Context: an optimization exercise on an open-source flow, tuned for small area, a short achievable clock period and few clock cycles per item. The choices shown serve that exercise and are no tape-out recipe.
At most, simulation tests tie the RTL to the original design; equivalence was not proved.
The RTL of runs 1 and 2 was laid out without a check of its function.
Power is estimated from default activity; no workload was simulated.

==> design.v <==
module gr_pe (
    input  wire       clk,
    input  wire       rst,
    input  wire       init,        
    input  wire       obs_valid,   
    input  wire [7:0] obs_rank,
    output reg  [2:0] k
);
    reg  [15:0] sum;
    reg  [7:0]  count;
    wire [15:0] sum_next = sum + {8'd0, obs_rank};
    function [2:0] retune;
        input [15:0] s;
        begin
            if      (s[15]) retune = 3'd7;
            else if (s[14]) retune = 3'd6;
            else if (s[13]) retune = 3'd5;
            else if (s[12]) retune = 3'd4;
            else if (s[11]) retune = 3'd3;
            else if (s[10]) retune = 3'd2;
            else if (s[9])  retune = 3'd1;
            else            retune = 3'd0;
        end
    endfunction
    always @(posedge clk) begin
        if (rst || init) begin
            k     <= 3'd3;
            sum   <= 16'd0;
            count <= 8'd0;
        end else if (obs_valid) begin
            if (count == 8'd255) begin
                k     <= retune(sum_next);
                sum   <= 16'd0;
                count <= 8'd0;
            end else begin
                sum   <= sum_next;
                count <= count + 8'd1;
            end
        end
    end
endmodule
module gr_encoder (
    input  wire        clk,
    input  wire        rst,
    input  wire        in_valid,
    output wire        in_ready,
    input  wire        in_eos,
    input  wire [7:0]  in_rank,
    output reg         out_valid,
    input  wire        out_ready,
    output reg  [31:0] out_word,
    output reg         out_last
);
    wire [8:0]  in_sym = in_eos ? 9'd256 : {1'b0, in_rank};
    reg         bv;
    reg  [8:0]  bq;           
    reg  [7:0]  btail;        
    reg  [5:0]  bqk;          
    reg         beos;
    reg  [30:0] acc;          
    reg  [4:0]  cnt;          
    reg  [2:0]  zc;           
    reg         flush;        
    wire [2:0]  k;
    wire        a_eos  = in_eos;
    wire [8:0]  a_q    = in_sym >> k;
    wire [6:0]  a_r    = in_sym[6:0] & ((7'd1 << k) - 7'd1);
    wire [5:0]  a_qk   = a_q[5:0] + {3'd0, k} + 6'd1;
    wire [5:0]  pos5   = {1'b0, cnt} + {1'b0, bq[4:0]};
    wire        zstep  = (bq[8:5] != 4'd0) || pos5[5];
    wire [3:0]  zw     = bq[8:5] + {3'd0, pos5[5]};         
    wire [5:0]  tot    = {1'b0, cnt} + bqk;
    wire        wfull  = tot[5];
    wire [7:0]  t0     = btail;
    wire [8:0]  t1     = pos5[0] ? {t0, 1'b0}  : {1'b0, t0};
    wire [10:0] t2     = pos5[1] ? {t1, 2'd0}  : {2'd0, t1};
    wire [14:0] t3     = pos5[2] ? {t2, 4'd0}  : {4'd0, t2};
    wire [22:0] t4     = pos5[3] ? {t3, 8'd0}  : {8'd0, t3};
    wire [38:0] t5     = pos5[4] ? {t4, 16'd0} : {16'd0, t4};
    wire        zfit   = !(pos5[4] && pos5[3]) && !beos;
    wire        free   = !out_valid || out_ready;
    wire        zbusy  = (zc != 3'd0);
    wire        oslot  = free && !zbusy;                    
    wire        pk_out = flush || zstep || wfull || beos;   
    wire        pk_go  = (flush || bv) && (!pk_out || oslot);
    wire        bdone  = pk_go && !flush && (!zstep || zfit);
    assign in_ready = !bv || bdone;
    wire        bload  = in_valid && in_ready;
    gr_pe u_pe (
        .clk       (clk),
        .rst       (rst),
        .init      (bload && a_eos),
        .obs_valid (bload && !a_eos),
        .obs_rank  (in_rank),
        .k         (k)
    );
    always @(posedge clk) begin
        if (rst)
            bv <= 1'b0;
        else if (bload)
            bv <= 1'b1;
        else if (bdone)
            bv <= 1'b0;
    end
    always @(posedge clk) begin
        if (bload) begin
            bq    <= a_q;
            btail <= {a_r, 1'b1};
            bqk   <= a_qk;
            beos  <= a_eos;
        end else if (pk_go && !flush && zstep && !zfit) begin
            bq    <= 9'd0;
            bqk   <= bqk - bq[5:0];
        end
    end
    wire        tsend  = !(flush || zstep);
    wire [31:0] ow     = {1'b0, acc} | (t5[31:0] & {32{tsend}});
    wire        olast  = flush || (!zstep && beos && (!wfull || tot[4:0] == 5'd0));
    wire        ka     = !flush && !zstep && !wfull && !beos;
    wire        kt     = !flush && (zstep ? zfit : (!wfull && !beos));
    wire        kh     = !flush && !zstep && wfull;
    wire [30:0] acc_n  = (acc & {31{ka}}) | (t5[30:0] & {31{kt}})
                         | ({24'd0, t5[38:32]} & {31{kh}});
    wire [4:0]  cnt_n  = flush ? 5'd0 : zstep ? (zfit ? tot[4:0] : pos5[4:0])
                         : (beos && !wfull) ? 5'd0 : tot[4:0];
    always @(posedge clk) begin
        if (rst) begin
            acc       <= 31'd0;
            cnt       <= 5'd0;
            zc        <= 3'd0;
            flush     <= 1'b0;
            out_valid <= 1'b0;
        end else begin
            if (out_ready)
                out_valid <= 1'b0;
            if (zbusy && free) begin
                out_valid <= 1'b1;
                zc        <= zc - 3'd1;
            end
            if (pk_go) begin
                acc   <= acc_n;
                cnt   <= cnt_n;
                flush <= !flush && !zstep && wfull && beos && (tot[4:0] != 5'd0);
                if (pk_out)
                    out_valid <= 1'b1;
                if (!flush && zstep)
                    zc    <= zw[2:0] - 3'd1;
            end
        end
    end
    always @(posedge clk) begin
        if (zbusy && free) begin
            out_word <= 32'd0;
            out_last <= 1'b0;
        end else if (pk_go && pk_out) begin
            out_word <= ow;
            out_last <= olast;
        end
    end
endmodule
module gr_decoder (
    input  wire        clk,
    input  wire        rst,
    input  wire        in_valid,
    output wire        in_ready,
    input  wire [31:0] in_word,
    output reg         out_valid,
    input  wire        out_ready,
    output wire [7:0]  out_rank,
    output reg         out_eos
);
    localparam W = 16;
    reg  [31:0] w0, w1;       
    reg         v0, v1;       
    reg         wp;           
    reg         h0, h1;       
    reg  [5:0]  p;            
    reg  [8:0]  qacc;         
    reg  [W-2:0] o_win;
    reg  [3:0]  o_tz;
    reg  [7:0]  o_q;
    reg  [2:0]  o_k;
    reg  [2:0]  k;
    reg  [7:0]  count;
    reg  [15:0] sum;
    reg         obs;          
    reg         retune;       
    reg         clr;          
    wire        full  = v0 && v1;
    assign in_ready = !full;
    wire        push  = in_valid && !full;
    wire        free  = !out_valid || out_ready;
    wire        cur   = p[5];
    wire        cv    = cur ? v1 : v0;           
    wire        nv    = cur ? v0 : v1;           
    wire [4:0]  po    = p[4:0];
    wire [63:0] ring  = {w1, w0};
    wire [46:0] l5;
    wire [30:0] l4;
    wire [22:0] l3;
    wire [18:0] l2;
    wire [16:0] l1;
    wire [W-1:0] raw, win;
    genvar gi;
    generate
        for (gi = 0; gi < 47; gi = gi + 1) begin : g_l5
            assign l5[gi] = p[5] ? ring[(gi + 32) % 64] : ring[gi];
        end
        for (gi = 0; gi < 31; gi = gi + 1) begin : g_l4
            assign l4[gi] = p[4] ? l5[gi + 16] : l5[gi];
        end
        for (gi = 0; gi < 23; gi = gi + 1) begin : g_l3
            assign l3[gi] = p[3] ? l4[gi + 8] : l4[gi];
        end
        for (gi = 0; gi < 19; gi = gi + 1) begin : g_l2
            assign l2[gi] = p[2] ? l3[gi + 4] : l3[gi];
        end
        for (gi = 0; gi < 17; gi = gi + 1) begin : g_l1
            assign l1[gi] = p[1] ? l2[gi + 2] : l2[gi];
        end
        for (gi = 0; gi < W; gi = gi + 1) begin : g_l0
            assign raw[gi] = p[0] ? l1[gi + 1] : l1[gi];
            assign win[gi] = raw[gi] && (nv || (po <= 5'd31 - gi));
        end
    endgenerate
    reg  [W-1:0] first;
    reg  [3:0]  tz;
    integer fi, fb;
    always @(*) begin
        for (fi = 0; fi < W; fi = fi + 1)
            first[fi] = win[fi] && ((win & ((16'd1 << fi) - 16'd1)) == 16'd0);
        for (fb = 0; fb < 4; fb = fb + 1) begin
            tz[fb] = 1'b0;
            for (fi = 0; fi < W; fi = fi + 1)
                if ((fi >> fb) & 1)
                    tz[fb] = tz[fb] | first[fi];
        end
    end
    wire        found = (win != {W{1'b0}});
    wire [6:0]  lim_s = 7'd31 - {2'd0, po} - {4'd0, k};    
    wire [3:0]  lim_w = 4'd15 - {1'b0, k};
    wire [9:0]  thr   = (10'd256 >> k) - {1'b0, qacc};       
    reg  [W-1:0] m_s, m_fit, m_lo;
    integer mi;
    always @(*)
        for (mi = 0; mi < W; mi = mi + 1) begin
            m_s[mi]   = !lim_s[6] && (lim_s[5:0] >= mi);
            m_fit[mi] = (mi <= lim_w) && (nv || m_s[mi]);
            m_lo[mi]  = !thr[9] && (thr > mi);
        end
    wire        fit   = (win & m_fit) != {W{1'b0}};
    wire        in_s  = (win & m_s) != {W{1'b0}};
    wire        d_eos = (win & m_lo) == {W{1'b0}};
    wire        lo0   = (win[7:0] == 8'd0);
    wire [5:0]  p_k   = p + {3'd0, k} + 6'd1;
    reg  [5:0]  p_fit;
    reg  [5:0]  p_ki;
    integer pi, pb;
    always @(*) begin
        p_fit = 6'd0;
        for (pi = 0; pi < W; pi = pi + 1) begin
            p_ki  = p_k + pi;
            for (pb = 0; pb < 6; pb = pb + 1)
                p_fit[pb] = p_fit[pb] | (first[pi] & p_ki[pb]);
        end
    end
    wire [5:0]  p_8   = p + 6'd8;
    wire        lowp  = (po <= 5'd16);
    wire        zfull = lowp ? !(cur ? h1 : h0) : nv;
    wire [5:0]  p_z   = zfull ? p + 6'd16 : {!cur, 5'd0};
    wire [5:0]  z     = zfull ? 6'd16 : 6'd32 - {1'b0, po};
    wire [9:0]  q_8   = {1'b0, qacc} + 10'd8;
    wire [9:0]  q_z   = {1'b0, qacc} + {4'd0, z};
    wire        go    = cv && !retune;
    wire        emit  = go && fit && free;
    wire        zrun  = go && !fit && (!found || lo0);
    wire        dropx = emit && d_eos;
    wire        drop2 = dropx && !in_s;                  
    wire        sel_fit = emit && !d_eos;
    wire [9:0]  qz    = found ? q_8 : q_z;
    wire [5:0]  p_zr  = found ? p_8 : p_z;
    wire [5:0]  p_drp = drop2 ? {cur, 5'd0} : {!cur, 5'd0};
    wire [5:0]  p_erl = dropx ? p_drp : (zrun ? p_zr : p);
    wire [5:0]  p_d   = sel_fit ? p_fit : p_erl;
    wire        clr_c = dropx || (sel_fit && (p_fit[5] != cur))
                        || (zrun && (p_zr[5] != cur));
    wire        clr0  = cur ? drop2 : clr_c;
    wire        clr1  = cur ? clr_c : drop2;
    always @(posedge clk) begin
        if (rst) begin
            v0 <= 1'b0;
            v1 <= 1'b0;
            wp <= 1'b0;
            p  <= 6'd0;
        end else begin
            p  <= p_d;
            v0 <= (v0 && !clr0) || (push && !wp);
            v1 <= (v1 && !clr1) || (push && wp);
            if (push)
                wp <= !wp;
        end
    end
    always @(posedge clk) begin
        if (push && !wp) begin
            w0 <= in_word;
            h0 <= (in_word[31:16] == 16'd0);
        end
        if (push && wp) begin
            w1 <= in_word;
            h1 <= (in_word[31:16] == 16'd0);
        end
    end
    always @(posedge clk) begin
        if (rst) begin
            qacc      <= 9'd0;
            out_valid <= 1'b0;
        end else begin
            if (out_ready)
                out_valid <= 1'b0;
            if (emit) begin
                out_valid <= 1'b1;
                qacc      <= 9'd0;
            end else if (zrun) begin
                qacc      <= qz[8] ? 9'd256 : qz[8:0];
            end
        end
    end
    always @(posedge clk) begin
        if (emit) begin
            o_win   <= win[W-1:1];
            o_tz    <= tz;
            o_q     <= qacc[7:0] + {4'd0, tz};
            o_k     <= k;
            out_eos <= d_eos;
        end
    end
    wire [W-2:0] o_u   = o_win >> o_tz;
    wire [6:0]  o_r    = o_u[6:0] & ((7'd1 << o_k) - 7'd1);
    assign out_rank = out_eos ? 8'd0 : ((o_q << o_k) | {1'b0, o_r});
    wire [15:0] sum_next = sum + {8'd0, out_rank};
    wire [7:0]  count_c  = clr ? 8'd0 : count;
    function [2:0] retune_k;
        input [15:0] s;
        begin
            if      (s[15]) retune_k = 3'd7;
            else if (s[14]) retune_k = 3'd6;
            else if (s[13]) retune_k = 3'd5;
            else if (s[12]) retune_k = 3'd4;
            else if (s[11]) retune_k = 3'd3;
            else if (s[10]) retune_k = 3'd2;
            else if (s[9])  retune_k = 3'd1;
            else            retune_k = 3'd0;
        end
    endfunction
    always @(posedge clk) begin
        if (rst) begin
            k      <= 3'd3;
            count  <= 8'd0;
            sum    <= 16'd0;
            obs    <= 1'b0;
            retune <= 1'b0;
            clr    <= 1'b0;
        end else begin
            clr    <= dropx;
            obs    <= emit && !d_eos;
            retune <= emit && !d_eos && (count_c == 8'd255);
            count  <= count_c + {7'd0, emit && !d_eos};
            if (dropx)
                k <= 3'd3;
            else if (obs && retune)
                k <= retune_k(sum_next);
            if (clr || (obs && retune))
                sum <= 16'd0;
            else if (obs)
                sum <= sum_next;
        end
    end
endmodule
module gr_codec (
    input  wire        clk,
    input  wire        rst,
    input  wire        enc_in_valid,
    output wire        enc_in_ready,
    input  wire        enc_in_eos,
    input  wire [7:0]  enc_in_rank,
    output wire        enc_out_valid,
    input  wire        enc_out_ready,
    output wire [31:0] enc_out_word,
    output wire        enc_out_last,
    input  wire        dec_in_valid,
    output wire        dec_in_ready,
    input  wire [31:0] dec_in_word,
    output wire        dec_out_valid,
    input  wire        dec_out_ready,
    output wire [7:0]  dec_out_rank,
    output wire        dec_out_eos
);
    gr_encoder u_enc (
        .clk       (clk),
        .rst       (rst),
        .in_valid  (enc_in_valid),
        .in_ready  (enc_in_ready),
        .in_eos    (enc_in_eos),
        .in_rank   (enc_in_rank),
        .out_valid (enc_out_valid),
        .out_ready (enc_out_ready),
        .out_word  (enc_out_word),
        .out_last  (enc_out_last)
    );
    gr_decoder u_dec (
        .clk       (clk),
        .rst       (rst),
        .in_valid  (dec_in_valid),
        .in_ready  (dec_in_ready),
        .in_word   (dec_in_word),
        .out_valid (dec_out_valid),
        .out_ready (dec_out_ready),
        .out_rank  (dec_out_rank),
        .out_eos   (dec_out_eos)
    );
endmodule
==> run.sh <==
#!/bin/bash
# synth_recipe.tcl (not shown) runs the flow's synth.tcl, then flattens the netlist and writes it again
# the make line also repeats each setting of config.mk as NAME=value (left out here)
make -C /OpenROAD-flow-scripts/flow DESIGN_CONFIG=/design/flow/config.mk WORK_HOME=/design/flow/orfs CLKGATE_MAP_FILE= SYNTH_SCRIPT=/design/flow/synth_recipe.tcl finish
==> config.mk <==
export PLATFORM = sky130hd
export DESIGN_NAME = gr_codec
export DESIGN_NICKNAME = gr_codec
export VERILOG_FILES = /design/flow/design.v
export SDC_FILE = /design/flow/constraint.sdc
export NUM_CORES = 4
export LEC_CHECK = 0
export CAP_MARGIN = 20
export CORE_MARGIN = 2
export CORE_UTILIZATION = 40
export PLACE_DENSITY = 0.6
export SETUP_SLACK_MARGIN = 5
export SLEW_MARGIN = 20
==> constraint.sdc <==
create_clock -name core_clock -period 10.0 [get_ports {clk}]
set_input_delay 2.0000 -clock core_clock [delete_from_list [all_inputs] [get_ports {clk}]]
set_output_delay 2.0000 -clock core_clock [all_outputs]
set_load 0.01 [all_outputs]
==> summary.log, run 1 <==
[status] run status timing/DRC/antenna clean
[pwr] Power Internal 3400 uW
[sta] remaining max-slew budget at the tightest pin 0.288
[sta] slew at the pin with the worst max-slew slack 1.06 ns
[global_route] wire length of the first global-routing pass 95700 um
[setup_path] Worst R2R Start u_dec.k[0]$_SDFFE_PP1P_
[die] Std-Cell Rows 80
[global_route] global routing usage summed across all routing layers 0.235
[logic_synthesis] share of async-settable or async-resettable flops after synthesis 0
[logic_synthesis] EDFF count, synth 120
[setup_path] reg2reg path depth 19
[place] dpl cells 2875
[logic_synthesis] library cells used by synthesis 102
[setup_path] startpoint class of the critical path flop
[setup_path] Worst EP required 8.00 ns
[sta] Slew Limit Fails 0
[layout] number of diodes added for antenna fixing 0
[sta] clock period minus worst slack 4.88 ns
[logic_synthesis] commonest register cell after synthesis sky130_fd_sc_hd__dfxtp_1
[die] DIE AREA 0.0504 mm^2
[detailed_routing] total via count in the routed design 18200
[logic_synthesis] count of warnings emitted by yosys 3
[logic_synthesis] synthesized area divided by synthesized cell count 8.54 um^2
[place] RePlAce Congestion 0.930
[detailed_routing] TritonRoute pass-1 iters 8
[setup_path] Worst Path Max Fanout 5
[setup_path] Crit Reg-Reg Endpoint u_dec.count[6]$_SDFF_PP0_
[logic_synthesis] area fraction of the dominant cell type after synthesis 0.185
[sta] final setup violation count 0
[global_route] aggregate global routing overflow 0
[setup_path] cell at the slowest stage of the critical path sky130_fd_sc_hd__clkdlybuf4s50_1
[clock_tree] Clock transition at path regs 0.07 ns
[sta] setup repair after global routing missed its margin true
[hold_path] Hold/Removal Path Class reg2reg
[detailed_routing] DRC violations left 0
[setup_path] Crit path arrival time 2.88 ns
[clock_tree] cts bufs inserted 31
[pwr] part of the power in combinational logic 0.564
[place] I/O Buffers 92
[pwr] IR drop worst, VDD 0.151 mV
[sta] final number of hold-violating endpoints 0
[setup_path] element type at the critical path end output pin
[global_route] via count of the first global-routing pass 17300
[layout] total of fill cells in the finished design 4621
[pwr] sw power 2680 uW
[setup_path] CP bufs+invs 3
[setup_path] kind of cell adding the most delay to the critical path buffers and inverters
[setup_path] crit-path most repeated cell sky130_fd_sc_hd__buf_4
[pwr] Cell Pwr Density 265 mW/mm^2
[detailed_routing] vias per inst 6.05
[layout] final instance count without filler cells 3007
[logic_synthesis] Synth area leaders sky130_fd_sc_hd__edfxtp_1 (19%), sky130_fd_sc_hd__dfxtp_1 (16%), sky130_fd_sc_hd__ha_1 (6.0%)
[setup_path] category of the most critical setup path reg2out
[detailed_routing] number of DRC markers after the initial detailed-route iteration 1617
[die] Die Y 224 um
[detailed_routing] Routed Wire Length 61000 um
[global_route] maximum number of pins on one net before global-route repair 65
[logic_synthesis] syn_nets 2429
[detailed_routing] wire length per cell after detailed routing 20.3 um
[sta] fmax 205 MHz
[clock_tree] clock latency on the worst-skew pair 0.59 ns
[layout] Non-Filler Cell Area, Final 0.0229 mm^2
[logic_synthesis] top cells by instance count after synthesis sky130_fd_sc_hd__nor2_1 (248), sky130_fd_sc_hd__nand2_1 (174), sky130_fd_sc_hd__a21oi_1 (160)
[sta] post-route worst setup slack 5.12 ns
[die] core area 0.0478 mm^2
[layout] area delta synth->final 17.7%
[logic_synthesis] post-synthesis instance total 2277
[setup_path] end point of the critical path dec_out_rank[5]
[place] post-placement setup slack 3.81 ns
[sta] Post-Route Setup TNS 0 ns
[global_route] initial antenna violation count 0
[logic_synthesis] cell accounting for the most synthesized area sky130_fd_sc_hd__edfxtp_1
[detailed_routing] post-detailed-route count of antenna-violating nets 0
[setup_path] R2R setup slack 5.13 ns
[setup_path] Slowest Stage Delay on Critical Path 0.56 ns
[logic_synthesis] top-count cell post-synth sky130_fd_sc_hd__nor2_1
[pwr] switching power as a share of total power 0.441
[clock_tree] H-tree levels 1
[sta] fin crit share 0.488
[place] Area after DPL 0.0208 mm^2
[layout] net count reported at finish 2523
[die] horizontal die dimension 224 um
[clock_tree] Post-CTS Hold Buffers 0
[clock_tree] Clock Sink Count 271
[place] half-perimeter wire length after placement 44000 um
[sta] Post-Route Hold Slack 0.457 ns
[setup_path] critical path, cell by cell buf_4 > buf_4 > mux2i_1 > mux2_2 > o221ai_1 > o211ai_1 > a21oi_2 > clkdlybuf4s50_1
[setup_path] crit path launch u_dec.o_tz[1]$_DFFE_PP_
[die] number of top-level pins 93
[setup_path] Worst path depth 8
[pwr] part of the power in registers 0.261
[logic_synthesis] sequential cell area fraction in the yosys report 0.341
[clock_tree] Root Buffer Master sky130_fd_sc_hd__clkbuf_16
[sta] worst clock skew on the final layout 0.0163 ns
[pwr] Static Leak 0.00853 uW
[logic_synthesis] cell area after technology mapping 0.0194 mm^2
[run] # Max-Cap Violations 0
[clock_tree] clock tree from TritonCTS built
[layout] fraction of layout cells with a size suffix above 1 0.140
[pwr] clock network fraction of design power 0.175
[logic_synthesis] synthesized flop and latch total 271
[clock_tree] Max Buffers Root-to-Sink 3
[die] effective utilization at floorplan 0.406
sequential cells by signal, indices dropped and copies added (netlist names), 15 cells and up:
name	cells
u_dec.w0	32
u_dec.sum	16
u_enc.u_pe.sum	16
u_dec.w1	32
u_dec.o_win	15
u_enc.acc	31
u_enc.out_word	32
through the flow:
stage,total power (uW),util
after floorplan,3640,-
final,6070,0.478
after global routing,6430,0.478
after detailed placement,4610,0.435
after global placement,4580,0.435
after CTS,5880,0.468
layout by cell type (no fill, tap or decap), types with 10 or more instances in the layout:
cell type / instances
sky130_fd_sc_hd__nand2b_1: 19
sky130_fd_sc_hd__a21o_1: 23
sky130_fd_sc_hd__xor2_1: 34
sky130_fd_sc_hd__a22oi_2: 10
sky130_fd_sc_hd__and3_1: 20
sky130_fd_sc_hd__o21bai_1: 10
sky130_fd_sc_hd__clkbuf_16: 32
sky130_fd_sc_hd__o211ai_1: 23
sky130_fd_sc_hd__xnor2_1: 60
sky130_fd_sc_hd__a31oi_1: 23
sky130_fd_sc_hd__a22oi_1: 41
sky130_fd_sc_hd__mux4_2: 14
sky130_fd_sc_hd__o21ai_0: 96
sky130_fd_sc_hd__buf_4: 95
sky130_fd_sc_hd__nand2_1: 171
sky130_fd_sc_hd__inv_1: 96
sky130_fd_sc_hd__o2111ai_1: 10
sky130_fd_sc_hd__o31ai_1: 10
sky130_fd_sc_hd__clkdlybuf4s50_1: 82
sky130_fd_sc_hd__dfxtp_1: 147
sky130_fd_sc_hd__nand4_1: 20
sky130_fd_sc_hd__nor2_1: 239
sky130_fd_sc_hd__nor4_1: 22
sky130_fd_sc_hd__a211oi_1: 53
sky130_fd_sc_hd__mux2_2: 26
sky130_fd_sc_hd__or2_2: 13
sky130_fd_sc_hd__or3_1: 14
sky130_fd_sc_hd__o22ai_1: 24
sky130_fd_sc_hd__nand3_1: 75
sky130_fd_sc_hd__nor2b_1: 27
sky130_fd_sc_hd__a21oi_1: 151
sky130_fd_sc_hd__ha_1: 86
sky130_fd_sc_hd__mux2i_1: 72
sky130_fd_sc_hd__nor3_1: 86
sky130_fd_sc_hd__edfxtp_1: 120
sky130_fd_sc_hd__and2_1: 19
final cells by class:
| cell class | count | area, um^2 | share of cell area |
|---|---|---|---|
| Multi-Input combinational cell | 1761 | 12300 | 0.538 |
| Sequential cell | 271 | 6640 | 0.290 |
| Timing Repair Buffer | 197 | 1790 | 0.0781 |
| Clock buffer | 42 | 857 | 0.0375 |
| Tap cell | 615 | 769 | 0.0336 |
| Inverter | 109 | 442 | 0.0193 |
| Clock inverter | 12 | 88.8 | 0.00388 |
worst register-to-register path, delay by kind of cell, from the launching register on:
family / cells / cell delay, ns
and+or+nand+nor: 8 / 1.50
AOI/OAI and AO/OA: 5 / 1.32
adders and majority gates: 3 / 0.79
DFF: 1 / 0.56
buffers and inverters: 2 / 0.42
xor gates and xnor gates: 1 / 0.13
power by group through the flow:
stage,logic [uW],clock network [uW],registers (uW)
floorplan,2080,0,1560
finish,3430,1060,1580
CTS,3200,1090,1580
global placement,2910,0,1670
global route,3690,1130,1610
detailed placement,2930,0,1680
timing repair:
action	in CTS	in global routing
endpoints found under the setup margin	81	38
cloned	0	1
buffers inserted	44	33
gates resized for setup	70	76
pin swaps	12	21
how the worst min path moves through the flow:
| stage | startpoint | end | cells past startpoint |
|---|---|---|---|
| 2_1_floorplan | u_dec.k[2]$_SDFFE_PP0P_ | u_dec.o_k[2]$_DFFE_PP_ | 0 |
| 3_3_place_gp | u_enc.u_pe.sum[7]$_SDFFE_PP0P_ | u_enc.u_pe.sum[7]$_SDFFE_PP0P_ | 2 |
| 3_5_place_dp | u_enc.u_pe.sum[7]$_SDFFE_PP0P_ | u_enc.u_pe.sum[7]$_SDFFE_PP0P_ | 2 |
| 4_1_cts | u_enc.u_pe.sum[7]$_SDFFE_PP0P_ | u_enc.u_pe.sum[7]$_SDFFE_PP0P_ | 2 |
| 5_1_grt | u_enc.u_pe.sum[4]$_SDFFE_PP0P_ | u_enc.u_pe.sum[4]$_SDFFE_PP0P_ | 2 |
| 6_report | u_enc.u_pe.sum[2]$_SDFFE_PP0P_ | u_enc.u_pe.sum[2]$_SDFFE_PP0P_ | 2 |
per-layer routing:
metal  track usage  vias to the layer above  part of all wire  wire [um]
met4        0.0837                        0             0.038       2290
met3        0.0297                      143             0.064       3910
li1              -                     8620                 -          -
met1         0.324                     8723              0.45      27200
met2         0.377                      696              0.45      27600
met5             0                        -                 0          0
logic make-up after synthesis:
family,after synthesis,share of synthesized area
AO/OA/AOI/OAI,637,0.221
XOR/XNOR,100,0.0454
adder cells (fa/ha/maj),106,0.0723
buffers and inverters,245,0.0497
flip-flops,271,0.341
multiplexers,117,0.0720
AND/OR/NAND/NOR,801,0.199
==> inputs of run 2 (changes only) <==
--- a/config.mk
+++ b/config.mk
@@ -6,4 +6,5 @@
 export NUM_CORES = 4
 export LEC_CHECK = 0
+export ABC_AREA = 1
 export CAP_MARGIN = 20
 export CORE_MARGIN = 2
==> summary.log, run 2 <==
[status] run status timing/DRC/antenna clean
[pwr] IR drop worst, VDD 0.122 mV [-19%]
[logic_synthesis] share of async-settable or async-resettable flops after synthesis 0 [unchanged]
[die] core area 0.0477 mm^2 [-0.21%]
[sta] worst clock skew on the final layout 0.00940 ns [-0.00693 ns]
[setup_path] Crit path arrival time 3.09 ns [+0.21 ns]
[clock_tree] Root Buffer Master sky130_fd_sc_hd__clkbuf_16
[detailed_routing] vias per inst 5.45 [-9.9%]
[logic_synthesis] synthesized area divided by synthesized cell count 6.94 um^2 [-19%]
[global_route] global routing usage summed across all routing layers 0.234 [-0.000822]
[setup_path] startpoint class of the critical path input port
[clock_tree] Clock transition at path regs 0.06 ns [about the same]
[logic_synthesis] synthesized flop and latch total 271 [unchanged]
[detailed_routing] wire length per cell after detailed routing 17.0 um [-16%]
[global_route] met2 demand-to-capacity share in global routing 0.379 [+0.00165]
[logic_synthesis] cell accounting for the most synthesized area sky130_fd_sc_hd__edfxtp_1
[die] Die Y 224 um [-0.27%]
[logic_synthesis] sequential cell area fraction in the yosys report 0.343 [+0.00190]
[layout] commonest non-fill, non-tap cell in the layout sky130_fd_sc_hd__nand2_1
[logic_synthesis] area fraction of the dominant cell type after synthesis 0.186 [+0.00103]
[layout] largest registers u_dec.w0 (32), u_dec.w1 (32), u_enc.out_word (32)
[sta] final setup violation count 0 [unchanged]
[detailed_routing] DRC violations left 0 [unchanged]
[sta] fin crit share 0.509 [+0.0212]
[die] DIE AREA 0.0501 mm^2 [-0.54%]
[clock_tree] Max Buffers Root-to-Sink 3 [unchanged]
[setup_path] Worst Path Max Fanout 3 [-2]
[global_route] maximum number of pins on one net before global-route repair 57 [-12%]
[logic_synthesis] EDFF count, synth 120 [unchanged]
[detailed_routing] number of DRC markers after the initial detailed-route iteration 1538 [-4.9%]
[layout] number of diodes added for antenna fixing 0 [unchanged]
[clock_tree] Clock Sink Count 271 [unchanged]
[logic_synthesis] top-count cell post-synth sky130_fd_sc_hd__nand2_1
[layout] net count reported at finish 3020 [+20%]
[pwr] Cell Pwr Density 258 mW/mm^2 [-2.9%]
[clock_tree] Post-CTS Hold Buffers 0 [unchanged]
[global_route] met3 Usage GRT 0.0298 [+0.000121]
[global_route] via count of the first global-routing pass 17800 [+2.6%]
[die] horizontal die dimension 224 um [-0.27%]
[global_route] initial antenna violation count 2 [+2]
[place] RePlAce Congestion 0.966 [+3.9%]
[clock_tree] clock tree from TritonCTS built
[detailed_routing] post-detailed-route count of antenna-violating nets 0 [unchanged]
[sta] fmax 197 MHz [-4.2%]
[logic_synthesis] top cells by instance count after synthesis sky130_fd_sc_hd__nand2_1 (666), sky130_fd_sc_hd__inv_1 (294), sky130_fd_sc_hd__nor2_1 (293)
[place] half-perimeter wire length after placement 44000 um [about the same]
[detailed_routing] Routed Wire Length 59700 um [-2.1%]
[setup_path] Worst EP required 8.00 ns [about the same]
[sta] remaining max-slew budget at the tightest pin 0.286 [-0.00265]
[place] I/O Buffers 92 [unchanged]
[logic_synthesis] Synth area leaders sky130_fd_sc_hd__edfxtp_1 (19%), sky130_fd_sc_hd__dfxtp_1 (16%), sky130_fd_sc_hd__nand2_1 (13%)
[clock_tree] cts bufs inserted 30 [-3.2%]
[layout] top library cells by usage in the layout, fill and taps aside sky130_fd_sc_hd__nand2_1 (662), sky130_fd_sc_hd__inv_1 (288), sky130_fd_sc_hd__nand3_1 (285), sky130_fd_sc_hd__nor2_1 (284), sky130_fd_sc_hd__a21oi_1 (199)
[layout] fraction of layout cells with a size suffix above 1 0.0737 [-0.0659]
[die] effective utilization at floorplan 0.405 [-0.00140]
[sta] Post-Route Setup TNS 0 ns [unchanged]
[logic_synthesis] count of warnings emitted by yosys 3 [unchanged]
[logic_synthesis] syn_nets 2939 [+21%]
[global_route] wire length of the first global-routing pass 95200 um [-0.61%]
[die] number of top-level pins 93 [unchanged]
[sta] setup repair after global routing missed its margin true
[layout] area delta synth->final 15.4%
[sta] Slew Limit Fails 0 [unchanged]
[sta] final number of hold-violating endpoints 0 [unchanged]
[detailed_routing] total via count in the routed design 19100 [+5.1%]
[layout] Multi-input gate area 0.0113 mm^2 [-8.2%]
[sta] clock period minus worst slack 5.09 ns [+0.212 ns]
[setup_path] element type at the critical path end output pin
[global_route] most used routing layer in global routing met2
[logic_synthesis] library cells used by synthesis 57 [-44%]
[setup_path] category of the most critical setup path in2out
[sta] slew at the pin with the worst max-slew slack 1.07 ns [+0.00505 ns]
[logic_synthesis] commonest register cell after synthesis sky130_fd_sc_hd__dfxtp_1
[layout] register area 0.00663 mm^2 [about the same]
[layout] final core occ 0.467 [-0.0109]
[hold_path] Hold/Removal Path Class reg2reg
[clock_tree] clock latency on the worst-skew pair 0.60 ns [about the same]
[logic_synthesis] post-synthesis instance total 2787 [+22%]
[logic_synthesis] cell area after technology mapping 0.0193 mm^2 [-0.55%]
[global_route] aggregate global routing overflow 0 [unchanged]
[global_route] met1 usage 0.329 [+0.00494]
[pwr] Static Leak 0.00959 uW [+12%]
[layout] total of fill cells in the finished design 4798 [+3.8%]
[die] Std-Cell Rows 80 [unchanged]
[clock_tree] H-tree levels 1 [unchanged]
[run] # Max-Cap Violations 0 [unchanged]
[detailed_routing] TritonRoute pass-1 iters 6 [-2]
-- run 2: cell types whose count changed in the layout (fill, tap and decap cells not counted), sizes merged, moves of 48 or more --
| cell | before | now |
|---|---|---|
| a22oi | 51 | 3 |
| buf | 105 | 55 |
| inv | 105 | 308 |
| mux2i | 73 | 11 |
| nand2 | 174 | 672 |
| nand3 | 77 | 289 |
| nor2 | 249 | 315 |
| nor3 | 90 | 41 |
| o21ai | 105 | 202 |
-- run 2: critical path: stages --
cell	delay [ns]
sky130_fd_sc_hd__dlygate4sd2_1	0.29
sky130_fd_sc_hd__o21ai_2	0.22
sky130_fd_sc_hd__nand2_2	0.10
sky130_fd_sc_hd__o21ai_4	0.07
sky130_fd_sc_hd__nor2_2	0.06
sky130_fd_sc_hd__nand2_1	0.13
sky130_fd_sc_hd__nand2_4	0.07
sky130_fd_sc_hd__buf_2	0.14
-- run 2: final timing paths --
kind	startpoint	cells after the start	slack (ns)	to
min reg2reg	u_enc.u_pe.sum[8]$_SDFFE_PP0P_	1	0.45	u_enc.u_pe.sum[8]$_SDFFE_PP0P_
max	enc_out_ready	8	4.91	enc_in_ready
max reg2reg	u_dec.p[2]$_SDFFE_PP0P_	26	5.26	u_dec.o_q[7]$_DFFE_PP_
min	u_enc.u_pe.sum[8]$_SDFFE_PP0P_	1	0.45	u_enc.u_pe.sum[8]$_SDFFE_PP0P_
-- run 2: per-layer routing --
metal,up-vias,share of wire
met3,75,0.052
met5,-,0.00044
met1,9017,0.47
li1,9463,-
met4,4,0.021
met2,543,0.46
-- run 2: area by class of cell --
cell class | instances | area share
Multi-Input combinational cell | 2103 | 0.506
Clock inverter | 13 | 0.00841
Tap cell | 615 | 0.0345
Timing Repair inverter | 2 | 0.000449
Timing Repair Buffer | 145 | 0.0611
Sequential cell | 271 | 0.297
Inverter | 315 | 0.0546
Clock buffer | 41 | 0.0378
-- run 2: kinds of logic after synthesis --
family | count (synthesis) | share of synthesized area
compound gates | 519 | 0.149
xor+xnor | 91 | 0.0412
fa+ha+maj | 105 | 0.0722
buf+inv | 414 | 0.0844
flops | 271 | 0.343
mux | 11 | 0.00570
simple gates | 1376 | 0.305
-- run 2: power by group --
part	internal (uW)	total, uW	leakage [uW]	switching [uW]
clock network	692	1170	0.000506	475
registers	1380	1480	0.00236	107
logic	1010	3100	0.00672	2100
total	3070	5750	0.00959	2680
-- run 2: what timing repair did --
item / in CTS / in global routing
pin swaps: 3 / 14
hold endpoints to repair: 0 / 0
cloned: 3 / 1
endpoints found under the setup margin: 52 / 22
gates resized for setup: 28 / 52
buffers inserted: 7 / 29
-- run 2: metrics by stage --
step                cell area [um^2]  worst slack [ns]  hold WS (ns)  std cells  total power (uW)
floorplan                      19300              5.30         0.422       2787              3440
global placement               20700              4.10         0.435       3410              4380
detailed placement             20700              4.10         0.442       3410              4390
CTS                            21900              4.63         0.450       3474              5610
global route                   22300              4.78         0.485       3505              6170
finish                         22300              4.91         0.454       3505              5750
==> inputs of run 3 (changes only) <==
--- a/design.v
+++ b/design.v
@@ -177,6 +177,5 @@
     reg  [5:0]  p;            
     reg  [8:0]  qacc;         
-    reg  [W-2:0] o_win;
-    reg  [3:0]  o_tz;
+    reg  [6:0]  o_r;
     reg  [7:0]  o_q;
     reg  [2:0]  o_k;
@@ -238,4 +237,12 @@
     end
     wire        found = (win != {W{1'b0}});
+    reg  [6:0]  rb;
+    integer ri, rj;
+    always @(*)
+        for (rj = 0; rj < 7; rj = rj + 1) begin
+            rb[rj] = 1'b0;
+            for (ri = 0; ri + rj + 1 < W; ri = ri + 1)
+                rb[rj] = rb[rj] | (first[ri] & win[ri + rj + 1]);
+        end
     wire [6:0]  lim_s = 7'd31 - {2'd0, po} - {4'd0, k};    
     wire [3:0]  lim_w = 4'd15 - {1'b0, k};
@@ -328,6 +335,5 @@
     always @(posedge clk) begin
         if (emit) begin
-            o_win   <= win[W-1:1];
-            o_tz    <= tz;
+            o_r     <= rb & ((7'd1 << k) - 7'd1);
             o_q     <= qacc[7:0] + {4'd0, tz};
             o_k     <= k;
@@ -335,6 +341,4 @@
         end
     end
-    wire [W-2:0] o_u   = o_win >> o_tz;
-    wire [6:0]  o_r    = o_u[6:0] & ((7'd1 << o_k) - 7'd1);
     assign out_rank = out_eos ? 8'd0 : ((o_q << o_k) | {1'b0, o_r});
     wire [15:0] sum_next = sum + {8'd0, out_rank};
--- a/config.mk
+++ b/config.mk
@@ -10,4 +10,6 @@
 export CORE_MARGIN = 2
 export CORE_UTILIZATION = 40
+export CTS_BUF_LIST = sky130_fd_sc_hd__clkbuf_4
+export CTS_CLUSTER_SIZE = 24
 export PLACE_DENSITY = 0.6
 export SETUP_SLACK_MARGIN = 5
==> summary.log, run 3 <==
[setup_path] R2R setup slack 5.27 ns [about the same]
[hold_path] Cells on Worst Hold Path 2 [+1]
[layout] area delta synth->final 15.1%
[logic_synthesis] Synth area leaders sky130_fd_sc_hd__edfxtp_1 (17%), sky130_fd_sc_hd__dfxtp_1 (16%), sky130_fd_sc_hd__nand2_1 (12%)
[sta] remaining max-slew budget at the tightest pin 0.280 [-0.00558]
[sta] Post-Route Setup TNS 0 ns [unchanged]
[global_route] maximum number of pins on one net before global-route repair 56 [-1.8%]
[setup_path] Worst EP required 8.00 ns [about the same]
[detailed_routing] Routed Wire Length 59000 um [-1.2%]
[die] number of top-level pins 93 [unchanged]
[sta] setup repair after global routing missed its margin true
[layout] net count reported at finish 2957 [-2.1%]
[logic_synthesis] EDFF count, synth 108 [-10%]
[pwr] clock network fraction of design power 0.192 [-0.011]
[clock_tree] cts bufs inserted 74 [+150%]
[hold_path] Hold Path Origin u_enc.acc[21]$_SDFFE_PP0P_
[setup_path] Worst Path Max Fanout 4 [+1]
[layout] top library cells by usage in the layout, fill and taps aside sky130_fd_sc_hd__nand2_1 (598), sky130_fd_sc_hd__nand3_1 (282), sky130_fd_sc_hd__nor2_1 (255), sky130_fd_sc_hd__inv_1 (251), sky130_fd_sc_hd__a21oi_1 (203)
[detailed_routing] TritonRoute pass-1 iters 6 [unchanged]
[die] DIE AREA 0.0488 mm^2 [-2.6%]
[logic_synthesis] area fraction of the dominant cell type after synthesis 0.172 [-0.0141]
[die] effective utilization at floorplan 0.405 [about the same]
[detailed_routing] total via count in the routed design 19000 [-0.60%]
[logic_synthesis] share of async-settable or async-resettable flops after synthesis 0 [unchanged]
[layout] final core occ 0.466 [-0.000987]
[logic_synthesis] cell area after technology mapping 0.0188 mm^2 [-2.6%]
[setup_path] reg2reg path depth 22 [-15%]
[logic_synthesis] top cells by instance count after synthesis sky130_fd_sc_hd__nand2_1 (605), sky130_fd_sc_hd__nand3_1 (283), sky130_fd_sc_hd__nor2_1 (263)
[pwr] Static Leak 0.00928 uW [-3.2%]
[sta] slew at the pin with the worst max-slew slack 1.08 ns [+0.00835 ns]
[clock_tree] Root Buffer Master sky130_fd_sc_hd__clkbuf_4
[setup_path] startpoint class of the critical path flop
[hold_path] Hold/Removal Path Class reg2reg
[hold_path] sink of the worst hold path u_enc.acc[21]$_SDFFE_PP0P_
[global_route] initial antenna violation count 2 [unchanged]
[sta] clock period minus worst slack 4.99 ns [-0.0967 ns]
[clock_tree] H-tree levels 3 [+2]
[pwr] Cell Pwr Density 254 mW/mm^2 [-1.4%]
[layout] total of fill cells in the finished design 4694 [-2.2%]
[global_route] wire length of the first global-routing pass 94700 um [-0.47%]
[place] RePlAce Congestion 0.941 [-2.6%]
[logic_synthesis] cell accounting for the most synthesized area sky130_fd_sc_hd__edfxtp_1
[setup_path] crit path launch u_enc.bqk[2]$_DFFE_PP_
[pwr] part of the power in registers 0.255 [-0.003]
[pwr] sw power 2660 uW [-0.65%]
[logic_synthesis] top-count cell post-synth sky130_fd_sc_hd__nand2_1
[sta] fmax 200 MHz [+1.9%]
[sta] Slew Limit Fails 0 [unchanged]
[setup_path] element type at the critical path end output pin
[logic_synthesis] post-synthesis instance total 2697 [-3.2%]
[global_route] global routing usage summed across all routing layers 0.237 [+0.00324]
[run] # Max-Cap Violations 0 [unchanged]
[setup_path] Worst R2R Start u_dec.p[5]$_SDFFE_PP0P_
[setup_path] Crit Reg-Reg Endpoint u_dec.o_q[7]$_DFFE_PP_
[layout] largest registers u_dec.w0 (32), u_dec.w1 (32), u_enc.out_word (32)
[place] I/O Buffers 92 [unchanged]
[detailed_routing] post-detailed-route count of antenna-violating nets 0 [unchanged]
[logic_synthesis] count of warnings emitted by yosys 3 [unchanged]
[logic_synthesis] syn_nets 2848 [-3.1%]
[clock_tree] Clock Sink Count 259 [-4.4%]
[die] Std-Cell Rows 79 [-1.3%]
[pwr] part of the power in combinational logic 0.553 [+0.014]
[die] horizontal die dimension 221 um [-1.3%]
[pwr] Power Internal 2840 uW [-7.5%]
[detailed_routing] wire length per cell after detailed routing 17.0 um [-0.33%]
[sta] final number of hold-violating endpoints 0 [unchanged]
[layout] fraction of layout cells with a size suffix above 1 0.106 [+0.0328]
[logic_synthesis] synthesized area divided by synthesized cell count 6.98 um^2 [+0.62%]
[die] Die Y 221 um [-1.3%]
[sta] final setup violation count 0 [unchanged]
[detailed_routing] number of DRC markers after the initial detailed-route iteration 1592 [+3.5%]
[status] run status timing/DRC/antenna clean
[setup_path] Crit path arrival time 2.99 ns [-0.10 ns]
[logic_synthesis] synthesized flop and latch total 259 [-4.4%]
[global_route] aggregate global routing overflow 0 [unchanged]
[sta] fin crit share 0.499 [-0.00967]
[clock_tree] Max Buffers Root-to-Sink 3 [unchanged]
[detailed_routing] DRC violations left 0 [unchanged]
[setup_path] category of the most critical setup path reg2out
[logic_synthesis] sequential cell area fraction in the yosys report 0.333 [-0.00989]
[global_route] via count of the first global-routing pass 18100 [+2.2%]
[place] half-perimeter wire length after placement 42800 um [-2.8%]
[pwr] IR drop worst, VDD 0.194 mV [+59%]
[logic_synthesis] library cells used by synthesis 61 [+7.0%]
[clock_tree] clock latency on the worst-skew pair 0.81 ns [+0.21 ns]
[clock_tree] Post-CTS Hold Buffers 0 [unchanged]
[sta] worst clock skew on the final layout 0.0708 ns [+0.0614 ns]
[clock_tree] clock tree from TritonCTS built
[die] core area 0.0465 mm^2 [-2.7%]
[layout] commonest non-fill, non-tap cell in the layout sky130_fd_sc_hd__nand2_1
[pwr] switching power as a share of total power 0.484 [+0.0178]
[logic_synthesis] commonest register cell after synthesis sky130_fd_sc_hd__dfxtp_1
[detailed_routing] vias per inst 5.46 [+0.23%]
[clock_tree] Clock transition at path regs 0.06 ns [about the same]
run 3: cell count changes in the layout (fill, tap and decap cells not counted), moves of 6 or more:
cell | before | now
sky130_fd_sc_hd__edfxtp_1 | 120 | 108
sky130_fd_sc_hd__inv_2 | 15 | 37
sky130_fd_sc_hd__buf_4 | 46 | 31
sky130_fd_sc_hd__nand2_1 | 662 | 598
sky130_fd_sc_hd__clkbuf_1 | 7 | 0
sky130_fd_sc_hd__clkbuf_4 | 0 | 108
sky130_fd_sc_hd__nor2_1 | 284 | 255
sky130_fd_sc_hd__nand4_1 | 22 | 45
sky130_fd_sc_hd__o21ai_0 | 185 | 158
sky130_fd_sc_hd__nand3_2 | 4 | 10
sky130_fd_sc_hd__o21ai_1 | 13 | 23
sky130_fd_sc_hd__inv_1 | 288 | 251
sky130_fd_sc_hd__clkbuf_16 | 31 | 0
sky130_fd_sc_hd__clkinv_1 | 5 | 19
run 3: area by class of cell:
type / instances / area (um^2) / area share
Antenna cell: 4 / 10.0 / 0.000462
Inverter: 299 / 1160 / 0.0536
Multi-Input combinational cell: 2044 / 11200 / 0.519
Clock buffer: 108 / 811 / 0.0374
Timing Repair inverter: 1 / 3.75 / 0.000173
Tap cell: 607 / 759 / 0.0351
Clock inverter: 27 / 198 / 0.00912
Sequential cell: 259 / 6280 / 0.290
Timing Repair Buffer: 127 / 1200 / 0.0556
run 3: timing repair:
| item | 4_1_cts | 5_1_grt |
|---|---|---|
| endpoints found under the setup margin | 25 | 19 |
| gates resized for setup | 46 | 39 |
| gates cloned | 2 | 0 |
| pin swaps | 15 | 14 |
| setup buffers | 13 | 12 |
run 3: worst max-delay path by stage:
stage	to	depth (start not counted)
after floorplan	enc_in_ready	6
after global placement	enc_in_ready	12
after detailed placement	enc_in_ready	8
after CTS	enc_in_ready	15
after global routing	enc_in_ready	15
final	enc_in_ready	15
run 3: logic make-up (layout without fill, tap and decap cells):
family / Yosys count / in the layout / synth area share
compound gates: 526 / 526 / 0.157
fa+ha+maj: 104 / 104 / 0.0735
simple gates: 1318 / 1319 / 0.309
other cells: 0 / 4 / 0
mux: 9 / 9 / 0.00479
flops: 259 / 259 / 0.333
buf+inv: 395 / 562 / 0.0835
xor+xnor: 86 / 86 / 0.0400
run 3: power groups by stage:
stage               clock network, uW  registers (uW)  logic, uW
global route                     1150            1420       3340
floorplan                           0            1410       1910
detailed placement                  0            1410       2840
global placement                    0            1410       2840
finish                           1060            1400       3050
CTS                              1100            1400       2930
run 3: through the flow:
| step | hold slack [ns] | power [uW] | cells | worst slack [ns] | instance area [um^2] |
|---|---|---|---|---|---|
| 2_1_floorplan | 0.435 | 3320 | 2697 | 5.32 | 18800 |
| 3_3_place_gp | 0.449 | 4250 | 3309 | 3.93 | 20100 |
| 3_5_place_dp | 0.453 | 4250 | 3310 | 4.06 | 20200 |
| 4_1_cts | 0.462 | 5420 | 3460 | 4.83 | 21400 |
| 5_1_grt | 0.477 | 5920 | 3476 | 4.82 | 21700 |
| 6_report | 0.461 | 5500 | 3476 | 5.01 | 21700 |
run 3: routing by layer:
metal,up-vias,share of wire,GRT usage
met5,-,0,0
met4,0,0.035,0.0942
met3,137,0.061,0.0495
met2,607,0.46,0.391
li1,9397,-,-
met1,8847,0.44,0.303
run 3: worst max-delay path, cell delays in order (launching register included):
cell and delay (ns):
sky130_fd_sc_hd__edfxtp_1 0.44, sky130_fd_sc_hd__ha_4 0.27, sky130_fd_sc_hd__nand2_1 0.06, sky130_fd_sc_hd__nand2_1 0.06, sky130_fd_sc_hd__a31oi_2 0.17, sky130_fd_sc_hd__inv_1 0.08, sky130_fd_sc_hd__a21oi_2 0.13, sky130_fd_sc_hd__o21bai_1 0.12
sky130_fd_sc_hd__xnor2_2 0.22, sky130_fd_sc_hd__nand3_2 0.12, sky130_fd_sc_hd__nand2_2 0.09, sky130_fd_sc_hd__o21ai_4 0.07, sky130_fd_sc_hd__nor2_4 0.12, sky130_fd_sc_hd__nand2_2 0.10, sky130_fd_sc_hd__nand2_4 0.08, sky130_fd_sc_hd__buf_6 0.10
Testbench counts of run 3, summed over its fixed seeds: cycles 66,370, items 62,376.
==> inputs of run 4 (changes only) <==
--- a/config.mk
+++ b/config.mk
@@ -10,5 +10,5 @@
 export CORE_MARGIN = 2
 export CORE_UTILIZATION = 40
-export CTS_BUF_LIST = sky130_fd_sc_hd__clkbuf_4
+export CTS_BUF_LIST = sky130_fd_sc_hd__clkbuf_8
 export CTS_CLUSTER_SIZE = 24
 export PLACE_DENSITY = 0.6
==> summary.log, run 4 <==
[layout] total of fill cells in the finished design 4673 [-0.45%]
[layout] largest registers u_dec.w0 (32), u_dec.w1 (32), u_enc.out_word (32)
[place] RePlAce Congestion 0.941 [unchanged]
[run] # Max-Cap Violations 0 [unchanged]
[setup_path] Slowest Stage Delay on Critical Path 0.46 ns [+0.02 ns]
[die] DIE AREA 0.0488 mm^2 [unchanged]
[clock_tree] H-tree levels 2 [-1]
[pwr] IR drop worst, VDD 0.167 mV [-14%]
[detailed_routing] vias per inst 5.47 [+0.19%]
[setup_path] R2R setup slack 5.32 ns [+0.05 ns]
[clock_tree] cts bufs inserted 46 [-38%]
[global_route] initial antenna violation count 0 [-2]
[logic_synthesis] share of async-settable or async-resettable flops after synthesis 0 [unchanged]
[die] Die Y 221 um [unchanged]
[die] horizontal die dimension 221 um [unchanged]
[layout] commonest non-fill, non-tap cell in the layout sky130_fd_sc_hd__nand2_1
[setup_path] Worst R2R Start u_dec.p[4]$_SDFFE_PP0P_
[hold_path] Hold/Removal Path Class reg2reg
[logic_synthesis] count of warnings emitted by yosys 3 [unchanged]
[setup_path] cell at the slowest stage of the critical path sky130_fd_sc_hd__edfxtp_1
[setup_path] Worst EP required 8.00 ns [about the same]
[setup_path] Crit path arrival time 2.88 ns [-0.11 ns]
[logic_synthesis] synthesized area divided by synthesized cell count 6.98 um^2 [unchanged]
[detailed_routing] total via count in the routed design 18700 [-1.5%]
[clock_tree] clock latency on the worst-skew pair 0.62 ns [-0.19 ns]
[detailed_routing] DRC violations left 0 [unchanged]
[detailed_routing] TritonRoute pass-1 iters 6 [unchanged]
[detailed_routing] post-detailed-route count of antenna-violating nets 0 [unchanged]
[logic_synthesis] sequential cell area fraction in the yosys report 0.333 [unchanged]
[logic_synthesis] syn_nets 2848 [unchanged]
[layout] net count reported at finish 2924 [-1.1%]
[setup_path] startpoint class of the critical path flop
[clock_tree] Clock transition at path regs 0.06 ns [about the same]
[setup_path] critical path, cell by cell ha_4 > nand2_2 > nand2_2 > a31oi_4 > inv_2 > a21oi_2 > o21bai_1 > xnor2_2 > nand3_2 > nand2_2 > o21ai_4 > nor2_4 > nand2_2 > nand2_4 > buf_6
[die] effective utilization at floorplan 0.405 [unchanged]
[sta] final setup violation count 0 [unchanged]
[sta] slew at the pin with the worst max-slew slack 1.09 ns [+0.00933 ns]
[hold_path] sink of the worst hold path u_enc.acc[18]$_SDFFE_PP0P_
[logic_synthesis] synthesized flop and latch total 259 [unchanged]
[die] number of top-level pins 93 [unchanged]
[layout] top library cells by usage in the layout, fill and taps aside sky130_fd_sc_hd__nand2_1 (595), sky130_fd_sc_hd__nand3_1 (281), sky130_fd_sc_hd__inv_1 (260), sky130_fd_sc_hd__nor2_1 (255), sky130_fd_sc_hd__a21oi_1 (205)
[sta] clock period minus worst slack 4.88 ns [-0.111 ns]
[clock_tree] Max Buffers Root-to-Sink 3 [unchanged]
[global_route] wire length of the first global-routing pass 94000 um [-0.79%]
[logic_synthesis] library cells used by synthesis 61 [unchanged]
[logic_synthesis] cell accounting for the most synthesized area sky130_fd_sc_hd__edfxtp_1
[global_route] aggregate global routing overflow 0 [unchanged]
[sta] fin crit share 0.488 [-0.0111]
[hold_path] Hold Path Origin u_enc.acc[18]$_SDFFE_PP0P_
[setup_path] element type at the critical path end output pin
[die] core area 0.0465 mm^2 [unchanged]
[logic_synthesis] top-count cell post-synth sky130_fd_sc_hd__nand2_1
[global_route] global routing usage summed across all routing layers 0.234 [-0.00308]
[layout] final core occ 0.463 [-0.00323]
[setup_path] crit path launch u_enc.bqk[2]$_DFFE_PP_
[layout] register area 0.00628 mm^2 [about the same]
[layout] fraction of layout cells with a size suffix above 1 0.0894 [-0.0171]
[status] run status timing/DRC/antenna clean
[layout] number of diodes added for antenna fixing 0 [-4]
[logic_synthesis] cell area after technology mapping 0.0188 mm^2 [unchanged]
[place] I/O Buffers 92 [unchanged]
[hold_path] Cells on Worst Hold Path 2 [unchanged]
[setup_path] reg2reg path depth 24 [+9.1%]
[logic_synthesis] commonest register cell after synthesis sky130_fd_sc_hd__dfxtp_1
[clock_tree] clock tree from TritonCTS built
[sta] worst clock skew on the final layout 0.0339 ns [-0.0370 ns]
[setup_path] Worst Path Max Fanout 4 [unchanged]
[logic_synthesis] top cells by instance count after synthesis sky130_fd_sc_hd__nand2_1 (605), sky130_fd_sc_hd__nand3_1 (283), sky130_fd_sc_hd__nor2_1 (263)
[detailed_routing] Routed Wire Length 58600 um [-0.67%]
[logic_synthesis] area fraction of the dominant cell type after synthesis 0.172 [unchanged]
[layout] Multi-input gate area 0.0112 mm^2 [about the same]
[place] half-perimeter wire length after placement 42800 um [unchanged]
[clock_tree] Post-CTS Hold Buffers 0 [unchanged]
[clock_tree] Clock Sink Count 259 [unchanged]
[logic_synthesis] post-synthesis instance total 2697 [unchanged]
[detailed_routing] number of DRC markers after the initial detailed-route iteration 1404 [-12%]
[pwr] Cell Pwr Density 252 mW/mm^2 [-0.89%]
[logic_synthesis] EDFF count, synth 108 [unchanged]
[global_route] via count of the first global-routing pass 17900 [-1.2%]
[logic_synthesis] Synth area leaders sky130_fd_sc_hd__edfxtp_1 (17%), sky130_fd_sc_hd__dfxtp_1 (16%), sky130_fd_sc_hd__nand2_1 (12%)
[layout] area delta synth->final 14.3%
[setup_path] category of the most critical setup path reg2out
[sta] fmax 205 MHz [+2.3%]
[setup_path] crit-path most repeated cell sky130_fd_sc_hd__nand2_2
[detailed_routing] wire length per cell after detailed routing 17.2 um [+1.1%]
[clock_tree] Root Buffer Master sky130_fd_sc_hd__clkbuf_8
[sta] setup repair after global routing missed its margin true
[setup_path] Crit Reg-Reg Endpoint u_dec.o_q[7]$_DFFE_PP_
[sta] remaining max-slew budget at the tightest pin 0.274 [-0.00623]
[pwr] Static Leak 0.00919 uW [-0.97%]
[global_route] maximum number of pins on one net before global-route repair 56 [unchanged]
[die] Std-Cell Rows 79 [unchanged]
[sta] Slew Limit Fails 0 [unchanged]
[sta] final number of hold-violating endpoints 0 [unchanged]
[sta] Post-Route Setup TNS 0 ns [unchanged]
run 4: cell counts after synthesis:
No cell type changed its count.
run 4: cells by family after synthesis:
| group | Yosys count | share of synthesized area |
|---|---|---|
| simple gates | 1318 | 0.309 |
| compound gates | 526 | 0.157 |
| buf+inv | 395 | 0.0835 |
| flops | 259 | 0.333 |
| fa+ha+maj | 104 | 0.0735 |
| xor+xnor | 86 | 0.0400 |
| mux | 9 | 0.00479 |
run 4: layout make-up:
class                           count  share of cell area
Clock buffer                       55              0.0352
Clock inverter                     29             0.00750
Inverter                          299              0.0539
Multi-Input combinational cell   2044               0.522
Sequential cell                   259               0.292
Tap cell                          607              0.0353
Timing Repair Buffer              122              0.0541
Timing Repair inverter              1            0.000174
run 4: through the flow:
| stage | total power, uW | cell area [um^2] | instances | setup slack (ns) | hold slack [ns] |
|---|---|---|---|---|---|
| global route | 5810 | 21500 | 3416 | 4.97 | 0.477 |
| global placement | 4250 | 20100 | 3309 | 3.93 | 0.449 |
| finish | 5420 | 21500 | 3416 | 5.12 | 0.462 |
| floorplan | 3320 | 18800 | 2697 | 5.32 | 0.435 |
| detailed placement | 4250 | 20200 | 3310 | 4.06 | 0.453 |
| CTS | 5330 | 21300 | 3406 | 4.78 | 0.462 |
run 4: per-layer routing:
layer | vias to the layer above | share of wire | global-route usage
met1 | 8753 | 0.44 | 0.303
met2 | 519 | 0.47 | 0.392
met5 | - | 0 | 0
met4 | 0 | 0.034 | 0.0823
li1 | 9297 | - | -
met3 | 126 | 0.056 | 0.0417
run 4: worst max-delay path by stage:
stage / to / slack [ns] / cells past startpoint
after CTS: enc_in_ready / 4.78 / 16
final: enc_in_ready / 5.12 / 15
after global routing: enc_in_ready / 4.97 / 16
after detailed placement: enc_in_ready / 4.06 / 8
after floorplan: enc_in_ready / 5.32 / 6
after global placement: enc_in_ready / 3.93 / 12
run 4: power by group:
part	internal (uW)	switching [uW]	leakage, uW	total, uW
clock network	528	461	0.000522	989
registers	1290	112	0.00225	1400
logic	963	2060	0.00642	3030
total	2780	2640	0.00919	5420
run 4: worst max-delay path: cells and delay by family, from the launching register on:
kind	cells	cell delay [ns]
AO/OA/AOI/OAI	4	0.45
XOR/XNOR	1	0.22
adder cells (fa/ha/maj)	1	0.31
buffers and inverters	2	0.16
flip-flops	1	0.46
AND/OR/NAND/NOR	7	0.64
run 4: repair_timing:
action	4_1_cts	5_1_grt
buffers inserted	10	10
pin swaps	7	16
setup endpoints to repair	22	17
resized for setup	34	49
gates cloned	2	0
==> inputs of run 5 (changes only) <==
--- a/config.mk
+++ b/config.mk
@@ -6,5 +6,4 @@
 export NUM_CORES = 4
 export LEC_CHECK = 0
-export ABC_AREA = 1
 export CAP_MARGIN = 20
 export CORE_MARGIN = 2
==> summary.log, run 5 <==
[status] run status timing/DRC/antenna clean
[setup_path] critical path, cell by cell buf_2 > nor2b_4 > nor3b_2 > a31oi_4 > o31ai_4 > buf_2
[setup_path] Crit path arrival time 2.92 ns [+0.04 ns]
[logic_synthesis] sequential cell area fraction in the yosys report 0.321 [-0.0120]
[clock_tree] clock tree from TritonCTS built
[layout] largest registers u_dec.w0 (32), u_dec.w1 (32), u_enc.out_word (32)
[clock_tree] Max Buffers Root-to-Sink 3 [unchanged]
[setup_path] crit-path most repeated cell sky130_fd_sc_hd__buf_2
[die] Std-Cell Rows 80 [+1.3%]
[setup_path] category of the most critical setup path in2out
[place] half-perimeter wire length after placement 48300 um [+13%]
[logic_synthesis] cell area after technology mapping 0.0195 mm^2 [+3.7%]
[layout] top library cells by usage in the layout, fill and taps aside sky130_fd_sc_hd__nor2_1 (250), sky130_fd_sc_hd__nand2_1 (167), sky130_fd_sc_hd__a21oi_1 (167), sky130_fd_sc_hd__dfxtp_1 (144), sky130_fd_sc_hd__edfxtp_1 (108)
[layout] commonest non-fill, non-tap cell in the layout sky130_fd_sc_hd__nor2_1
[pwr] Cell Pwr Density 331 mW/mm^2 [+32%]
[hold_path] Hold/Removal Path Class reg2reg
[clock_tree] clock latency on the worst-skew pair 0.64 ns [+0.02 ns]
[run] # Max-Cap Violations 0 [unchanged]
[layout] Multi-input gate area 0.0129 mm^2 [+15%]
[place] I/O Buffers 92 [unchanged]
[pwr] part of the power in registers 0.189 [-0.070]
[logic_synthesis] synthesized area divided by synthesized cell count 8.46 um^2 [+21%]
[layout] net count reported at finish 2557 [-13%]
[sta] Post-Route Setup TNS 0 ns [unchanged]
[sta] fin crit share 0.492 [+0.00386]
[sta] worst clock skew on the final layout 0.0449 ns [+0.0110 ns]
[logic_synthesis] syn_nets 2459 [-14%]
[setup_path] Slowest Stage Delay on Critical Path 0.28 ns [-0.18 ns]
[clock_tree] cts bufs inserted 48 [+4.3%]
[global_route] maximum number of pins on one net before global-route repair 66 [+18%]
[logic_synthesis] EDFF count, synth 108 [unchanged]
[detailed_routing] wire length per cell after detailed routing 21.8 um [+27%]
[global_route] wire length of the first global-routing pass 103000 um [+9.9%]
[global_route] global routing usage summed across all routing layers 0.257 [+0.0234]
[sta] clock period minus worst slack 4.92 ns [+0.0386 ns]
[die] number of top-level pins 93 [unchanged]
[sta] fmax 203 MHz [-0.79%]
[pwr] switching power as a share of total power 0.516 [+0.0288]
[setup_path] Worst EP required 8.00 ns [about the same]
[detailed_routing] total via count in the routed design 19000 [+1.8%]
[setup_path] kind of cell adding the most delay to the critical path simple AND/OR/NAND/NOR gates
[layout] fraction of layout cells with a size suffix above 1 0.142 [+0.0522]
[global_route] initial antenna violation count 2 [+2]
[place] RePlAce Congestion 1.02 [+7.9%]
[sta] Slew Limit Fails 0 [unchanged]
[logic_synthesis] share of async-settable or async-resettable flops after synthesis 0 [unchanged]
[logic_synthesis] area fraction of the dominant cell type after synthesis 0.166 [-0.00621]
[sta] final setup violation count 0 [unchanged]
[setup_path] Worst Path Max Fanout 2 [-2]
[logic_synthesis] commonest register cell after synthesis sky130_fd_sc_hd__dfxtp_1
[detailed_routing] number of DRC markers after the initial detailed-route iteration 2032 [+45%]
[die] effective utilization at floorplan 0.407 [+0.00211]
[die] horizontal die dimension 225 um [+1.8%]
[logic_synthesis] top-count cell post-synth sky130_fd_sc_hd__nor2_1
[clock_tree] Root Buffer Master sky130_fd_sc_hd__clkbuf_8
[pwr] part of the power in combinational logic 0.675 [+0.116]
[logic_synthesis] count of warnings emitted by yosys 3 [unchanged]
[detailed_routing] post-detailed-route count of antenna-violating nets 0 [unchanged]
[pwr] Static Leak 0.00851 uW [-7.4%]
[global_route] via count of the first global-routing pass 18300 [+1.9%]
[sta] Post-Route Hold Slack 0.457 ns [-0.00521 ns]
[pwr] sw power 3930 uW [+49%]
[logic_synthesis] cell accounting for the most synthesized area sky130_fd_sc_hd__edfxtp_1
[layout] total of fill cells in the finished design 4602 [-1.5%]
[setup_path] cell at the slowest stage of the critical path sky130_fd_sc_hd__nor3b_2
[detailed_routing] vias per inst 6.22 [+14%]
[global_route] aggregate global routing overflow 0 [unchanged]
[logic_synthesis] top cells by instance count after synthesis sky130_fd_sc_hd__nor2_1 (257), sky130_fd_sc_hd__a21oi_1 (178), sky130_fd_sc_hd__nand2_1 (169)
[sta] remaining max-slew budget at the tightest pin 0.285 [+0.0106]
[setup_path] CP bufs+invs 2 [unchanged]
[layout] register area 0.00629 mm^2 [+0.18%]
[place] post-placement setup slack 3.64 ns [-0.419 ns]
[pwr] IR drop worst, VDD 0.178 mV [+7.0%]
[pwr] Power Internal 3690 uW [+33%]
[logic_synthesis] Synth area leaders sky130_fd_sc_hd__edfxtp_1 (17%), sky130_fd_sc_hd__dfxtp_1 (15%), sky130_fd_sc_hd__ha_1 (6.0%)
[pwr] clock network fraction of design power 0.136 [-0.047]
[setup_path] startpoint class of the critical path input port
[clock_tree] Clock Sink Count 259 [unchanged]
[sta] setup repair after global routing missed its margin true
[sta] final number of hold-violating endpoints 0 [unchanged]
[sta] post-route worst setup slack 5.08 ns [-0.0386 ns]
[layout] area delta synth->final 18.0%
[die] Die Y 225 um [+1.8%]
[sta] slew at the pin with the worst max-slew slack 1.05 ns [-0.0403 ns]
[clock_tree] H-tree levels 2 [unchanged]
[detailed_routing] Routed Wire Length 66800 um [+14%]
[logic_synthesis] library cells used by synthesis 108 [+77%]
[die] DIE AREA 0.0506 mm^2 [+3.7%]
[logic_synthesis] post-synthesis instance total 2308 [-14%]
[logic_synthesis] synthesized flop and latch total 259 [unchanged]
[clock_tree] Clock transition at path regs 0.05 ns [about the same]
[detailed_routing] DRC violations left 0 [unchanged]
[setup_path] element type at the critical path end output pin
[die] core area 0.0479 mm^2 [+3.2%]
[detailed_routing] TritonRoute pass-1 iters 10 [+4]
==> run 5: cell count changes in the layout (fill, tap and decap cells not counted), sizes merged, moves of 25 or more <==
cell,previous run,this run
nand2,615,170
nand3,293,63
inv,304,93
mux2i,9,90
o21ai,185,105
buf,31,87
nor3,40,93
a22oi,8,59
nor2b,0,38
a21oi,212,179
xnor2,26,59
a21o,0,25
==> run 5: cell type report <==
class / count / area share
Multi-Input combinational cell: 1820 / 0.559
Timing Repair Buffer: 181 / 0.0742
Inverter: 96 / 0.0175
Sequential cell: 259 / 0.273
Tap cell: 615 / 0.0334
Clock buffer: 61 / 0.0364
Antenna cell: 2 / 0.000217
Clock inverter: 28 / 0.00581
==> run 5: cells by family after synthesis <==
group | after synthesis | synth area share
adder cells (fa/ha/maj) | 105 | 0.0714
AO/OA/AOI/OAI | 690 | 0.244
XOR/XNOR | 95 | 0.0426
multiplexers | 122 | 0.0719
flip-flops | 259 | 0.321
AND/OR/NAND/NOR | 808 | 0.201
buffers and inverters | 229 | 0.0488
==> run 5: final timing paths <==
check / from / endpoint / slack, ns / depth (start not counted)
min: u_enc.u_pe.sum[0]$_SDFFE_PP0P_ / u_enc.u_pe.sum[0]$_SDFFE_PP0P_ / 0.46 / 2
max: enc_out_ready / enc_in_ready / 5.08 / 6
min reg2reg: u_enc.u_pe.sum[0]$_SDFFE_PP0P_ / u_enc.u_pe.sum[0]$_SDFFE_PP0P_ / 0.46 / 2
max reg2reg: u_dec.p[3]$_SDFFE_PP0P_ / u_dec.o_q[6]$_DFFE_PP_ / 5.12 / 19
==> run 5: power groups by stage <==
stage          registers (uW)  clock network, uW  logic [uW]
2_1_floorplan            1440                  0        3050
3_3_place_gp             1480                  0        4500
3_5_place_dp             1480                  0        4500
4_1_cts                  1440               1060        4750
5_1_grt                  1460               1110        5450
6_report                 1440               1030        5150
==> run 5: metrics by stage <==
stage	cells	util	area, um^2	total power [uW]
5_1_grt	3062	0.481	23000	8030
6_report	3062	0.481	23000	7630
3_3_place_gp	2919	0.436	20900	5980
3_5_place_dp	2919	0.437	20900	5980
4_1_cts	3039	0.468	22500	7250
2_1_floorplan	2308	-	19500	4490
==> run 5: layer usage <==
layer | track usage | vias to the layer above | part of all wire
met5 | 0 | - | 0
met4 | 0.109 | 0 | 0.041
met3 | 0.0408 | 177 | 0.068
met2 | 0.410 | 841 | 0.45
met1 | 0.347 | 9136 | 0.44
li1 | - | 8882 | -
==> run 5: worst reg2reg max path, delay by kind of cell, from the launching register on <==
kind | cells | cell delay, ns
AOI/OAI and AO/OA | 7 | 1.67
and+or+nand+nor | 6 | 1.08
buffers and inverters | 3 | 0.76
adders and majority gates | 2 | 0.64
DFF | 1 | 0.35
xor gates and xnor gates | 1 | 0.12
==> run 5: what timing repair did <==
| item | 4_1_cts | 5_1_grt |
|---|---|---|
| buffers inserted | 30 | 20 |
| pin swaps | 13 | 26 |
| endpoints found under the setup margin | 66 | 35 |
| hold buffers | 0 | 0 |
| endpoints found under the hold margin | 0 | 0 |
| cloned | 1 | 1 |
| gates resized for setup | 74 | 89 |

==> what the ideal ports hide <==
The flow's constraints put no driver on any port. The routed layouts listed below were extracted and timed again, unchanged, in two steps. Step 1, drivers: a clkbuf_16 drives clk and a buf_2 each remaining input, both assumed. Step 2, shift: input delay + t, output delay - t, t = (earliest + latest rising clock arrival at the registers) / 2. This alone moves slack from input paths to output paths. a / b / c = ideal ports / drivers / drivers and shift; a / b = the first two.
| run | shift t [ns] | setup slack, ns |
|---|---|---|
| run 1 | 0.642 | 5.123 / 5.065 / 4.603 |
| run 2 | 0.649 | 4.912 / 4.884 / 4.711 |
| run 3 | 0.831 | 5.008 / 4.953 / 4.602 |
| run 4 | 0.660 | 5.119 / 5.066 / 4.629 |
| run 5 | 0.672 | 5.081 / 5.060 / 4.663 |
After both steps every run listed still meets setup and hold.
